This design comes from an exercise in tuning for small area, a short achievable clock period and few clock cycles per item on the open sky130 flow, not from production work.
Only the layout flow was run in this run; the RTL was not checked for function there.

===== flow/design.v =====
module dsdec_il_enc (
    input  wire [23:0] n,
    input  wire [3:0]  groups,
    output reg  [7:0]  x,
    output reg  [7:0]  y,
    output reg  [7:0]  z
);
    integer g;
    always @* begin
        x = 8'd0;
        y = 8'd0;
        z = 8'd0;
        for (g = 0; g < 8; g = g + 1) begin
            if (g < groups) begin
                x[g] = n[3*g+2];
                y[g] = n[3*g+1];
                z[g] = n[3*g];
            end
        end
    end
endmodule
module dsdec_il_dec (
    input  wire [7:0]  x,
    input  wire [7:0]  y,
    input  wire [7:0]  z,
    input  wire [3:0]  groups,
    output reg  [23:0] v
);
    integer g;
    always @* begin
        v = 24'd0;
        for (g = 0; g < 8; g = g + 1) begin
            if (g < groups) begin
                v[3*g+2] = x[g];
                v[3*g+1] = y[g];
                v[3*g]   = z[g];
            end
        end
    end
endmodule
module dsdec_hto (
    input  wire [7:0] xi,
    input  wire [7:0] yi,
    input  wire [7:0] zi,
    input  wire [3:0] a,
    output reg  [7:0] xo,
    output reg  [7:0] yo,
    output reg  [7:0] zo
);
    reg [7:0] x0, x1, x2, mask, p, t;
    integer k;
    always @* begin
        p    = 8'd0;
        t    = 8'd0;
        mask = (8'd1 << a) - 8'd1;
        x0 = xi & mask;
        x1 = yi & mask;
        x2 = zi & mask;
        for (k = 7; k >= 1; k = k - 1) begin
            if (k < a) begin
                p = (8'd1 << k) - 8'd1;
                if (x0[k]) x0 = x0 ^ p;
                if (x1[k]) x0 = x0 ^ p;
                else begin
                    t  = (x0 ^ x1) & p;
                    x0 = x0 ^ t;
                    x1 = x1 ^ t;
                end
                if (x2[k]) x0 = x0 ^ p;
                else begin
                    t  = (x0 ^ x2) & p;
                    x0 = x0 ^ t;
                    x2 = x2 ^ t;
                end
            end
        end
        x1 = x1 ^ x0;
        x2 = x2 ^ x1;
        t = 8'd0;
        for (k = 7; k >= 1; k = k - 1) begin
            if (k < a && x2[k]) t = t ^ ((8'd1 << k) - 8'd1);
        end
        xo = x0 ^ t;
        yo = x1 ^ t;
        zo = x2 ^ t;
    end
endmodule
module dsdec_hfrom (
    input  wire [7:0] xi,
    input  wire [7:0] yi,
    input  wire [7:0] zi,
    input  wire [3:0] a,
    output reg  [7:0] xo,
    output reg  [7:0] yo,
    output reg  [7:0] zo
);
    reg [7:0] x0, x1, x2, mask, p, t;
    integer k;
    always @* begin
        p    = 8'd0;
        t    = 8'd0;
        mask = (8'd1 << a) - 8'd1;
        x0 = xi & mask;
        x1 = yi & mask;
        x2 = zi & mask;
        t  = x2 >> 1;
        x2 = x2 ^ x1;
        x1 = x1 ^ x0;
        x0 = x0 ^ t;
        for (k = 1; k <= 7; k = k + 1) begin
            if (k < a) begin
                p = (8'd1 << k) - 8'd1;
                if (x2[k]) x0 = x0 ^ p;
                else begin
                    t  = (x0 ^ x2) & p;
                    x0 = x0 ^ t;
                    x2 = x2 ^ t;
                end
                if (x1[k]) x0 = x0 ^ p;
                else begin
                    t  = (x0 ^ x1) & p;
                    x0 = x0 ^ t;
                    x1 = x1 ^ t;
                end
                if (x0[k]) x0 = x0 ^ p;
            end
        end
        xo = x0;
        yo = x1;
        zo = x2;
    end
endmodule
module dsdec_hsplit (
    input  wire [7:0]       c,
    input  wire [3:0]       a,
    output wire signed [8:0] f,
    output wire [7:0]       coarse
);
    wire [3:0] s4    = 4'd8 - a;
    wire [2:0] s     = s4[2:0];
    wire [7:0] side  = 8'd1 << s;
    wire [7:0] half  = side >> 1;
    wire [8:0] amask = (9'd1 << a) - 9'd1;
    wire [7:0] frac  = c & (side - 8'd1);
    wire       recentre = frac > half;
    wire [8:0] cn    = {1'b0, c} + (recentre ? {1'b0, half} : 9'd0);
    wire [8:0] cs    = cn >> s;
    assign f      = recentre ? $signed({1'b0, frac}) - $signed({1'b0, side})
                             : $signed({1'b0, frac});
    assign coarse = cs[7:0] & amask[7:0];
endmodule
module dsdec_dec_hilbert (
    input  wire [7:0]  r,
    input  wire [7:0]  g,
    input  wire [7:0]  b,
    input  wire [4:0]  q,
    input  wire [3:0]  a,
    output wire [15:0] depth
);
    wire [3:0] s4 = 4'd8 - a;
    wire [2:0] s  = s4[2:0];
    wire signed [8:0] f_r, f_g, f_b;
    wire [7:0] co_r, co_g, co_b;
    dsdec_hsplit u_split_r (.c(r), .a(a), .f(f_r), .coarse(co_r));
    dsdec_hsplit u_split_g (.c(g), .a(a), .f(f_g), .coarse(co_g));
    dsdec_hsplit u_split_b (.c(b), .a(a), .f(f_b), .coarse(co_b));
    wire [7:0]  h0, h1, h2;
    wire [23:0] d;
    dsdec_hto    u_hto (.xi(co_b), .yi(co_g), .zi(co_r), .a(a), .xo(h0), .yo(h1), .zo(h2));
    dsdec_il_dec u_dec (.x(h0), .y(h1), .z(h2), .groups(a), .v(d));
    wire [23:0] top   = (24'd1 << q) - 24'd1;
    wire [24:0] d_inc = {1'b0, d} + 25'd1;
    wire [23:0] d_dec = d - 24'd1;
    wire [23:0] dn    = (d_inc > {1'b0, top}) ? top : d_inc[23:0];
    wire [23:0] dp    = (d == 24'd0) ? 24'd0 : (d_dec > top) ? top : d_dec;
    wire [7:0] en0, en1, en2, ep0, ep1, ep2;
    wire [7:0] n0, n1, n2, p0, p1, p2;
    dsdec_il_enc u_enc_n  (.n(dn), .groups(a), .x(en0), .y(en1), .z(en2));
    dsdec_il_enc u_enc_p  (.n(dp), .groups(a), .x(ep0), .y(ep1), .z(ep2));
    dsdec_hfrom  u_from_n (.xi(en0), .yi(en1), .zi(en2), .a(a), .xo(n0), .yo(n1), .zo(n2));
    dsdec_hfrom  u_from_p (.xi(ep0), .yi(ep1), .zi(ep2), .a(a), .xo(p0), .yo(p1), .zo(p2));
    wire signed [9:0] t_r = (n2 > p2) ? f_r : (n2 < p2) ? -f_r : 10'sd0;
    wire signed [9:0] t_g = (n1 > p1) ? f_g : (n1 < p1) ? -f_g : 10'sd0;
    wire signed [9:0] t_b = (n0 > p0) ? f_b : (n0 < p0) ? -f_b : 10'sd0;
    wire [31:0]        d_sh = {8'd0, d} << s;
    wire signed [31:0] acc  = $signed(d_sh) + t_r + t_g + t_b;
    wire [31:0] scaled = acc << (5'd16 - q);
    assign depth = scaled[15:0];
endmodule
module dsdec_phase_rom (
    input  wire [7:0]  c,
    output reg  [13:0] p
);
    always @* begin
        case (c)
            8'd0: p = 14'd8192;
            8'd1: p = 14'd7865;
            8'd2: p = 14'd7730;
            8'd3: p = 14'd7625;
            8'd4: p = 14'd7537;
            8'd5: p = 14'd7459;
            8'd6: p = 14'd7389;
            8'd7: p = 14'd7324;
            8'd8: p = 14'd7263;
            8'd9: p = 14'd7206;
            8'd10: p = 14'd7152;
            8'd11: p = 14'd7101;
            8'd12: p = 14'd7052;
            8'd13: p = 14'd7004;
            8'd14: p = 14'd6959;
            8'd15: p = 14'd6914;
            8'd16: p = 14'd6872;
            8'd17: p = 14'd6830;
            8'd18: p = 14'd6790;
            8'd19: p = 14'd6750;
            8'd20: p = 14'd6712;
            8'd21: p = 14'd6674;
            8'd22: p = 14'd6637;
            8'd23: p = 14'd6601;
            8'd24: p = 14'd6566;
            8'd25: p = 14'd6531;
            8'd26: p = 14'd6497;
            8'd27: p = 14'd6464;
            8'd28: p = 14'd6431;
            8'd29: p = 14'd6398;
            8'd30: p = 14'd6366;
            8'd31: p = 14'd6335;
            8'd32: p = 14'd6304;
            8'd33: p = 14'd6273;
            8'd34: p = 14'd6243;
            8'd35: p = 14'd6213;
            8'd36: p = 14'd6183;
            8'd37: p = 14'd6154;
            8'd38: p = 14'd6125;
            8'd39: p = 14'd6097;
            8'd40: p = 14'd6068;
            8'd41: p = 14'd6040;
            8'd42: p = 14'd6013;
            8'd43: p = 14'd5985;
            8'd44: p = 14'd5958;
            8'd45: p = 14'd5931;
            8'd46: p = 14'd5904;
            8'd47: p = 14'd5878;
            8'd48: p = 14'd5852;
            8'd49: p = 14'd5826;
            8'd50: p = 14'd5800;
            8'd51: p = 14'd5774;
            8'd52: p = 14'd5749;
            8'd53: p = 14'd5723;
            8'd54: p = 14'd5698;
            8'd55: p = 14'd5673;
            8'd56: p = 14'd5648;
            8'd57: p = 14'd5624;
            8'd58: p = 14'd5599;
            8'd59: p = 14'd5575;
            8'd60: p = 14'd5551;
            8'd61: p = 14'd5527;
            8'd62: p = 14'd5503;
            8'd63: p = 14'd5479;
            8'd64: p = 14'd5455;
            8'd65: p = 14'd5432;
            8'd66: p = 14'd5409;
            8'd67: p = 14'd5385;
            8'd68: p = 14'd5362;
            8'd69: p = 14'd5339;
            8'd70: p = 14'd5316;
            8'd71: p = 14'd5293;
            8'd72: p = 14'd5270;
            8'd73: p = 14'd5248;
            8'd74: p = 14'd5225;
            8'd75: p = 14'd5203;
            8'd76: p = 14'd5180;
            8'd77: p = 14'd5158;
            8'd78: p = 14'd5136;
            8'd79: p = 14'd5114;
            8'd80: p = 14'd5091;
            8'd81: p = 14'd5069;
            8'd82: p = 14'd5048;
            8'd83: p = 14'd5026;
            8'd84: p = 14'd5004;
            8'd85: p = 14'd4982;
            8'd86: p = 14'd4960;
            8'd87: p = 14'd4939;
            8'd88: p = 14'd4917;
            8'd89: p = 14'd4896;
            8'd90: p = 14'd4874;
            8'd91: p = 14'd4853;
            8'd92: p = 14'd4832;
            8'd93: p = 14'd4810;
            8'd94: p = 14'd4789;
            8'd95: p = 14'd4768;
            8'd96: p = 14'd4747;
            8'd97: p = 14'd4726;
            8'd98: p = 14'd4705;
            8'd99: p = 14'd4684;
            8'd100: p = 14'd4663;
            8'd101: p = 14'd4642;
            8'd102: p = 14'd4621;
            8'd103: p = 14'd4600;
            8'd104: p = 14'd4579;
            8'd105: p = 14'd4559;
            8'd106: p = 14'd4538;
            8'd107: p = 14'd4517;
            8'd108: p = 14'd4496;
            8'd109: p = 14'd4476;
            8'd110: p = 14'd4455;
            8'd111: p = 14'd4434;
            8'd112: p = 14'd4414;
            8'd113: p = 14'd4393;
            8'd114: p = 14'd4373;
            8'd115: p = 14'd4352;
            8'd116: p = 14'd4332;
            8'd117: p = 14'd4311;
            8'd118: p = 14'd4290;
            8'd119: p = 14'd4270;
            8'd120: p = 14'd4249;
            8'd121: p = 14'd4229;
            8'd122: p = 14'd4209;
            8'd123: p = 14'd4188;
            8'd124: p = 14'd4168;
            8'd125: p = 14'd4147;
            8'd126: p = 14'd4127;
            8'd127: p = 14'd4106;
            8'd128: p = 14'd4086;
            8'd129: p = 14'd4065;
            8'd130: p = 14'd4045;
            8'd131: p = 14'd4024;
            8'd132: p = 14'd4004;
            8'd133: p = 14'd3983;
            8'd134: p = 14'd3963;
            8'd135: p = 14'd3943;
            8'd136: p = 14'd3922;
            8'd137: p = 14'd3902;
            8'd138: p = 14'd3881;
            8'd139: p = 14'd3860;
            8'd140: p = 14'd3840;
            8'd141: p = 14'd3819;
            8'd142: p = 14'd3799;
            8'd143: p = 14'd3778;
            8'd144: p = 14'd3758;
            8'd145: p = 14'd3737;
            8'd146: p = 14'd3716;
            8'd147: p = 14'd3696;
            8'd148: p = 14'd3675;
            8'd149: p = 14'd3654;
            8'd150: p = 14'd3633;
            8'd151: p = 14'd3613;
            8'd152: p = 14'd3592;
            8'd153: p = 14'd3571;
            8'd154: p = 14'd3550;
            8'd155: p = 14'd3529;
            8'd156: p = 14'd3508;
            8'd157: p = 14'd3487;
            8'd158: p = 14'd3466;
            8'd159: p = 14'd3445;
            8'd160: p = 14'd3424;
            8'd161: p = 14'd3403;
            8'd162: p = 14'd3382;
            8'd163: p = 14'd3360;
            8'd164: p = 14'd3339;
            8'd165: p = 14'd3318;
            8'd166: p = 14'd3296;
            8'd167: p = 14'd3275;
            8'd168: p = 14'd3253;
            8'd169: p = 14'd3232;
            8'd170: p = 14'd3210;
            8'd171: p = 14'd3188;
            8'd172: p = 14'd3166;
            8'd173: p = 14'd3144;
            8'd174: p = 14'd3123;
            8'd175: p = 14'd3101;
            8'd176: p = 14'd3078;
            8'd177: p = 14'd3056;
            8'd178: p = 14'd3034;
            8'd179: p = 14'd3012;
            8'd180: p = 14'd2989;
            8'd181: p = 14'd2967;
            8'd182: p = 14'd2944;
            8'd183: p = 14'd2922;
            8'd184: p = 14'd2899;
            8'd185: p = 14'd2876;
            8'd186: p = 14'd2853;
            8'd187: p = 14'd2830;
            8'd188: p = 14'd2807;
            8'd189: p = 14'd2783;
            8'd190: p = 14'd2760;
            8'd191: p = 14'd2737;
            8'd192: p = 14'd2713;
            8'd193: p = 14'd2689;
            8'd194: p = 14'd2665;
            8'd195: p = 14'd2641;
            8'd196: p = 14'd2617;
            8'd197: p = 14'd2593;
            8'd198: p = 14'd2568;
            8'd199: p = 14'd2544;
            8'd200: p = 14'd2519;
            8'd201: p = 14'd2494;
            8'd202: p = 14'd2469;
            8'd203: p = 14'd2443;
            8'd204: p = 14'd2418;
            8'd205: p = 14'd2392;
            8'd206: p = 14'd2366;
            8'd207: p = 14'd2340;
            8'd208: p = 14'd2314;
            8'd209: p = 14'd2288;
            8'd210: p = 14'd2261;
            8'd211: p = 14'd2234;
            8'd212: p = 14'd2207;
            8'd213: p = 14'd2179;
            8'd214: p = 14'd2152;
            8'd215: p = 14'd2124;
            8'd216: p = 14'd2095;
            8'd217: p = 14'd2067;
            8'd218: p = 14'd2038;
            8'd219: p = 14'd2009;
            8'd220: p = 14'd1979;
            8'd221: p = 14'd1949;
            8'd222: p = 14'd1919;
            8'd223: p = 14'd1888;
            8'd224: p = 14'd1857;
            8'd225: p = 14'd1826;
            8'd226: p = 14'd1794;
            8'd227: p = 14'd1761;
            8'd228: p = 14'd1728;
            8'd229: p = 14'd1695;
            8'd230: p = 14'd1661;
            8'd231: p = 14'd1626;
            8'd232: p = 14'd1591;
            8'd233: p = 14'd1555;
            8'd234: p = 14'd1518;
            8'd235: p = 14'd1480;
            8'd236: p = 14'd1442;
            8'd237: p = 14'd1402;
            8'd238: p = 14'd1362;
            8'd239: p = 14'd1320;
            8'd240: p = 14'd1278;
            8'd241: p = 14'd1233;
            8'd242: p = 14'd1188;
            8'd243: p = 14'd1140;
            8'd244: p = 14'd1091;
            8'd245: p = 14'd1040;
            8'd246: p = 14'd986;
            8'd247: p = 14'd929;
            8'd248: p = 14'd868;
            8'd249: p = 14'd803;
            8'd250: p = 14'd733;
            8'd251: p = 14'd655;
            8'd252: p = 14'd567;
            8'd253: p = 14'd462;
            8'd254: p = 14'd327;
            8'd255: p = 14'd0;
            default: p = 14'd0;
        endcase
    end
endmodule
module dsdec_dec_triangle (
    input  wire [7:0]  r,
    input  wire [7:0]  g,
    input  wire [7:0]  b,
    output wire [15:0] depth
);
    wire [17:0] num  = {r, 10'd0} - 18'd255;           
    wire [17:0] quot = num / 18'd510;
    wire [1:0]  m    = (r == 8'd0) ? 2'd0 : quot[1:0];
    wire [7:0]  t    = (m == 2'd0) ? g :
                       (m == 2'd1) ? b :
                       (m == 2'd2) ? 8'd255 - g :
                                     8'd255 - b;
    wire [15:0] frac = {t, 8'd0} / 16'd255;             
    assign depth = {7'd0, m, 7'd0} + frac;
endmodule
module dsdec_dec_packed (
    input  wire [7:0]  r,
    input  wire [7:0]  g,
    input  wire [4:0]  q,
    input  wire [3:0]  a,
    input  wire        split,
    output wire [15:0] depth
);
    wire [4:0]  lw   = q - {1'b0, a};                   
    wire [7:0]  high = r >> (4'd8 - a);
    wire [7:0]  low0 = g >> (5'd8 - lw);
    wire [8:0]  lmax = (9'd1 << lw) - 9'd1;
    wire [7:0]  low  = (split && high[0]) ? (lmax[7:0] - low0) : low0;
    wire [16:0] comb = ({9'd0, high} << lw) + {9'd0, low};
    wire [31:0] sh   = {15'd0, comb} << (5'd16 - q);
    assign depth = sh[15:0];
endmodule
module dsdec_dec_phase (
    input  wire [7:0]  r,
    input  wire [7:0]  g,
    output wire [15:0] depth
);
    wire [13:0] p;
    dsdec_phase_rom u_rom (.c(r), .p(p));
    wire [23:0] g65535 = g * 24'd65535;
    wire [23:0] gamma  = g65535 / 24'd8192;
    wire [23:0] k      = (g65535 + 24'd8192) / 24'd16384;
    wire signed [31:0] base = $signed({k, 14'd0});
    wire signed [31:0] z    = gamma[0] ? base - $signed({18'd0, p})
                                       : base + $signed({18'd0, p});
    assign depth = (z < 0) ? 16'd0 : (z > 32'sd65535) ? 16'hFFFF : z[15:0];
endmodule
module dsdec_dec_hue (
    input  wire [7:0]  r,
    input  wire [7:0]  g,
    input  wire [7:0]  b,
    input  wire [4:0]  q,
    output wire [15:0] depth
);
    wire [9:0] sum = r + g + b;
    reg  signed [11:0] raw;
    always @* begin
        if (r >= g && r >= b) begin
            if (g >= b) raw = $signed({4'd0, g}) - $signed({4'd0, b});
            else        raw = $signed({4'd0, g}) - $signed({4'd0, b}) + 12'sd1529;
        end else if (g >= r && g >= b) begin
            raw = $signed({4'd0, b}) - $signed({4'd0, r}) + 12'sd510;
        end else begin
            raw = $signed({4'd0, r}) - $signed({4'd0, g}) + 12'sd1020;
        end
    end
    wire [16:0] qmax  = (17'd1 << q) - 17'd1;
    wire [27:0] prod  = raw[10:0] * qmax;
    wire [27:0] hq    = prod / 28'd1529;
    wire [31:0] sh    = {4'd0, hq} << (5'd16 - q);
    assign depth = (sum < 10'd255) ? 16'd0 : sh[15:0];
endmodule
module dsdec (
    input  wire        clk,
    input  wire        rst,
    input  wire        in_valid,
    output wire        in_ready,
    input  wire [15:0] in_cmd,
    input  wire [23:0] in_opnd,
    output reg         out_valid,
    input  wire        out_ready,
    output reg  [23:0] out_result,
    output reg  [1:0]  out_err
);
    wire [3:0] op  = in_cmd[15:12];
    wire [2:0] sel = in_cmd[11:9];
    wire [4:0] q   = in_cmd[8:4];
    wire [3:0] a   = in_cmd[3:0];
    wire [7:0] x = in_opnd[23:16];
    wire [7:0] y = in_opnd[15:8];
    wire [7:0] z = in_opnd[7:0];
    wire is_decode = (op == 4'h7);
    wire cfg_ok    = (q >= 5'd1) && (q <= 5'd16) && (a >= 4'd1) && (a <= 4'd8) &&
                     ({1'b0, a} <= q) &&
                     !(is_decode && (sel == 3'd3 || sel == 3'd4) && (q - {1'b0, a} > 5'd8));
    wire [1:0] err = (op == 4'h0 || op >= 4'h8) ? 2'd3 :
                     (is_decode && sel == 3'd7)  ? 2'd2 :
                     !cfg_ok                     ? 2'd1 : 2'd0;
    wire [30:0] menc_sh = {15'd0, in_opnd[15:0]} << (5'd16 - q);
    wire [7:0]  menc_x, menc_y, menc_z;
    dsdec_il_enc u_menc (.n({6'd0, menc_sh[17:0]}), .groups(4'd6),
                         .x(menc_x), .y(menc_y), .z(menc_z));
    wire [7:0] mench_x, mench_y, mench_z;
    dsdec_il_enc u_mench (.n(in_opnd), .groups(a), .x(mench_x), .y(mench_y), .z(mench_z));
    wire [23:0] mdec_v, mdech_v;
    dsdec_il_dec u_mdec  (.x(x), .y(y), .z(z), .groups(4'd6), .v(mdec_v));
    dsdec_il_dec u_mdech (.x(x), .y(y), .z(z), .groups(a), .v(mdech_v));
    wire [7:0] hto_x, hto_y, hto_z, hfrom_x, hfrom_y, hfrom_z;
    dsdec_hto   u_hto   (.xi(x), .yi(y), .zi(z), .a(a), .xo(hto_x), .yo(hto_y), .zo(hto_z));
    dsdec_hfrom u_hfrom (.xi(x), .yi(y), .zi(z), .a(a), .xo(hfrom_x), .yo(hfrom_y), .zo(hfrom_z));
    wire [15:0] dep_hilbert, dep_triangle, dep_morton, dep_packed, dep_split, dep_phase, dep_hue;
    wire [23:0] morton_v;
    dsdec_dec_hilbert  u_hil (.r(x), .g(y), .b(z), .q(q), .a(a), .depth(dep_hilbert));
    dsdec_dec_triangle u_tri (.r(x), .g(y), .b(z), .depth(dep_triangle));
    dsdec_il_dec       u_mor (.x(x), .y(y), .z(z), .groups(4'd6), .v(morton_v));
    assign dep_morton = morton_v[15:0];
    dsdec_dec_packed   u_pck (.r(x), .g(y), .q(q), .a(a), .split(1'b0), .depth(dep_packed));
    dsdec_dec_packed   u_spl (.r(x), .g(y), .q(q), .a(a), .split(1'b1), .depth(dep_split));
    dsdec_dec_phase    u_pha (.r(x), .g(y), .depth(dep_phase));
    dsdec_dec_hue      u_hue (.r(x), .g(y), .b(z), .q(q), .depth(dep_hue));
    reg [15:0] depth;
    always @* begin
        case (sel)
            3'd0:    depth = dep_hilbert;
            3'd1:    depth = dep_triangle;
            3'd2:    depth = dep_morton;
            3'd3:    depth = dep_packed;
            3'd4:    depth = dep_split;
            3'd5:    depth = dep_phase;
            default: depth = dep_hue;
        endcase
    end
    reg [23:0] result;
    always @* begin
        case (op)
            4'h1:    result = {menc_x, menc_y, menc_z};
            4'h2:    result = {mench_x, mench_y, mench_z};
            4'h3:    result = mdec_v;
            4'h4:    result = mdech_v;
            4'h5:    result = {hto_x, hto_y, hto_z};
            4'h6:    result = {hfrom_x, hfrom_y, hfrom_z};
            default: result = {8'd0, depth};
        endcase
        if (err != 2'd0) result = 24'd0;
    end
    assign in_ready = !out_valid || out_ready;
    always @(posedge clk) begin
        if (rst) begin
            out_valid <= 1'b0;
        end else if (in_valid && in_ready) begin
            out_valid <= 1'b1;
        end else if (out_ready) begin
            out_valid <= 1'b0;
        end
    end
    always @(posedge clk) begin
        if (!rst && in_valid && in_ready) begin
            out_result <= result;
            out_err    <= err;
        end
    end
endmodule

===== flow/run.sh =====
#!/bin/bash
# synth_recipe.tcl (not shown) runs the flow's synth.tcl, then flattens the netlist and writes it again
# the make line also repeats each setting of config.mk as NAME=value (left out here)
make -C /OpenROAD-flow-scripts/flow DESIGN_CONFIG=/design/flow/config.mk WORK_HOME=/design/flow/orfs CLKGATE_MAP_FILE= SYNTH_SCRIPT=/design/flow/synth_recipe.tcl finish

===== flow/config.mk =====
export PLATFORM = sky130hd
export DESIGN_NAME = dsdec
export DESIGN_NICKNAME = dsdec
export VERILOG_FILES = /design/flow/design.v
export SDC_FILE = /design/flow/constraint.sdc
export NUM_CORES = 4
export LEC_CHECK = 0
export ABC_CLOCK_PERIOD_IN_PS = 35000
export CAP_MARGIN = 20
export CORE_MARGIN = 2
export CORE_UTILIZATION = 40
export SLEW_MARGIN = 20

===== flow/constraint.sdc =====
create_clock -name core_clock -period 40.0 [get_ports {clk}]
set_input_delay 8.0000 -clock core_clock [delete_from_list [all_inputs] [get_ports {clk}]]
set_output_delay 8.0000 -clock core_clock [all_outputs]
set_load 0.01 [all_outputs]

==> run summary <==
-- synthesized netlist by cell type, drive strengths merged, types with 101 or more instances --
cell	instances	share of area
nor2	966	0.070
nand2	888	0.064
a21oi	694	0.068
o21ai	593	0.058
inv	433	0.031
xnor2	426	0.072
ha	366	0.087
mux2i	351	0.067
clkbuf	314	0.025
fa	204	0.078
nor3	184	0.020
xor2	178	0.030
a211oi	130	0.020
nand3	128	0.012
and2	113	0.014
o211ai	111	0.017
nand2b	104	0.012
buf	101	0.013
-- metal layers --
layer | up-vias | GRT usage | share of wire
met3 | 549 | 0.0598 | 0.099
met2 | 2861 | 0.475 | 0.43
met1 | 27885 | 0.428 | 0.43
met4 | 16 | 0.115 | 0.043
li1 | 27430 | - | -
met5 | - | 0 | 0.00047
-- cell type report --
class / instances / area share
inverter: 454 / 0.0311
tap: 1742 / 0.0397
antenna: 5 / 0.000228
sequential: 27 / 0.0146
timing repair buffer: 233 / 0.0343
multi-input combinational: 6827 / 0.879
clock buffer: 4 / 0.00143
-- registers in the layout, summed over array words and instances, names as in the netlist --
signal	cells
out_err	2
out_result	24
out_valid	1
-- cells by family after synthesis --
logic type / share of synthesized area
DFF: 0.0153
and+or+nand+nor: 0.251
xor gates and xnor gates: 0.104
adders and majority gates: 0.168
AOI/OAI and AO/OA: 0.300
muxes: 0.0897
buffers and inverters: 0.0712
-- worst min-delay path by stage --
stage,start,end,cells after the start
2_1_floorplan,out_valid,out_valid,3
3_3_place_gp,out_valid,out_valid,3
3_5_place_dp,out_valid,out_valid,3
4_1_cts,out_valid,out_valid,3
5_1_grt,out_valid,out_valid,3
6_report,out_valid,out_valid,3
-- critical path: cells and delay by family --
family          cells  cell delay, ns
compound gates     42           13.89
xor+xnor            5            1.96
fa+ha+maj           9            4.21
buf+inv            10            2.37
simple gates       21            7.55
-- repair_timing --
action | 4_1_cts | 5_1_grt
hold endpoints to repair | 0 | 0
hold buffers | 0 | 0
buffers inserted | 0 | 5
endpoints found under the setup margin | 0 | 16
gates resized for setup | 0 | 35
-- stage by stage --
step / std cells / hold WS, ns
floorplan: 7726 / 0.625
global route: 9287 / 0.713
global placement: 9277 / 0.610
detailed placement: 9278 / 0.629
CTS: 9282 / 0.643
finish: 9292 / 0.635
==> impl_metrics.json <==
{
  "cts_root_buf": "clkbuf_16",
  "clk_pin_slew_ns": 0.09,
  "mostFrequentLayoutCell": "nor2_1",
  "outcome": "no timing/DRC/antenna violations",
  "grt_max_degree": 78,
  "hold_viol": 0,
  "multi_input_area_mm2": 0.0483,
  "clockBufferDepth": 2,
  "syn_area_mm2": 0.0525,
  "drcViolationCount": 0,
  "die_h_um": 366,
  "place_hpwl_um": 174000,
  "globalplace.congestion": 1.05,
  "min_period_ns": 38.12,
  "worstPathArrival_ns": 38.06,
  "drive_gt1_frac": 0.0851,
  "overflow": 0,
  "drt_iter0_markers": 7105,
  "synth_edf_count": 26,
  "syn_avg_cell_area_um2": 6.79,
  "max_cap_viol_count": 0,
  "placed_area_mm2": 0.0546,
  "areaGrowthSynthToFinish_pct": 4.69,
  "fin_worst_skew_ns": 0.0219,
  "cpPeakStageDelay_ns": 0.84,
  "clock_sinks": 27,
  "initial_utilization": 0.404,
  "track_usage": 0.310,
  "setup_viol": 0,
  "final_core_util": 0.423,
  "worst_path_most_repeated_cell": "inv_1",
  "async_flop_share": 0,
  "worst-r2r-cell-count": 3,
  "path_class": "primary input to flip-flop",
  "fp.dieArea_mm2": 0.134,
  "r2r-end": "out_err[0]",
  "portBuffers": 71,
  "tightest_slew_ns": 1.24,
  "fillers": 13859,
  "h-tree-depth": 1,
  "slew_headroom": 0.167,
  "finalCritPeriodShare": 0.953,
  "wirelength_um": 220000,
  "design_area_mm2": 0.0549,
  "fp.dieW_um": 366,
  "timing.rr.start": "out_valid",
  "yosysWarnings": 7,
  "cp-endpoint": "out_result[1]",
  "drv_slew": 0,
  "pre_cts_ws_ns": 0.524,
  "ys_ff_latch": 27,
  "placement_rows": 132,
  "crit_start": "in_opnd[1]",
  "final_cell_mix": "949 x nor2_1, 881 x nand2_1, 667 x a21oi_1, 534 x o21ai_0, 429 x inv_1",
  "regArea_um2": 801,
  "synthFlopType": "edfxtp_1",
  "final.setup.tns_ns": 0,
  "ff2ff_setup_slack_ns": 38.60,
  "setup_ws_ns": 1.88,
  "cp.required_ns": 39.95,
  "grt_pass1_vias": 54725,
  "hold_class": "flip-flop to flip-flop",
  "antenna_found_initial": 16,
  "synth_cells": 7726,
  "cp_max_fo": 17,
  "ys_seq_area_frac": 0.0153,
  "yosysUniqueCellTypes": 182,
  "start_kind": "primary input",
  "insertion_delay_ns": 0.29,
  "num_vias": 58741,
  "fmax_mhz": 26.2,
  "cts_tree": "done",
  "core_area_mm2": 0.130,
  "cp_slowest_cell": "a221oi_1",
  "avgViaCountPerCell": 6.32,
  "layout.nets": 8160,
  "io_pins": 72,
  "cts_made_buffers": 3,
  "syn_nets": 8340,
  "firstDrtPassIters": 10,
  "wl_per_cell_um": 23.7,
  "worstSetupEndpointType": "flip-flop",
  "grt_pass1_wl_um": 332000,
  "antenna_left": 0
}

what the ideal ports hide:
The flow's constraints put no driver on any port. The routed layout listed below was extracted and timed again, unchanged, in two steps. Step 1 assumes that a clkbuf_16 drives the clock port and a buf_2 every other input. Step 2 moves the port delays by t, midway between the first and last clock arrival at a register: inputs arrive t later, outputs are due t later. That takes back most of the time a late clock gives input paths. Slacks: ideal / step 1 / step 2; pairs: ideal / step 1.
shift t [ns]: 0.332
setup WS [ns]: 1.882 / 1.900 / 1.568
worst slew at a driven data input, ns: 0.14
After both steps setup and hold are still met in this run. The setup slack of this run moves by +0.018 ns with the drivers and by -0.314 ns with both steps.
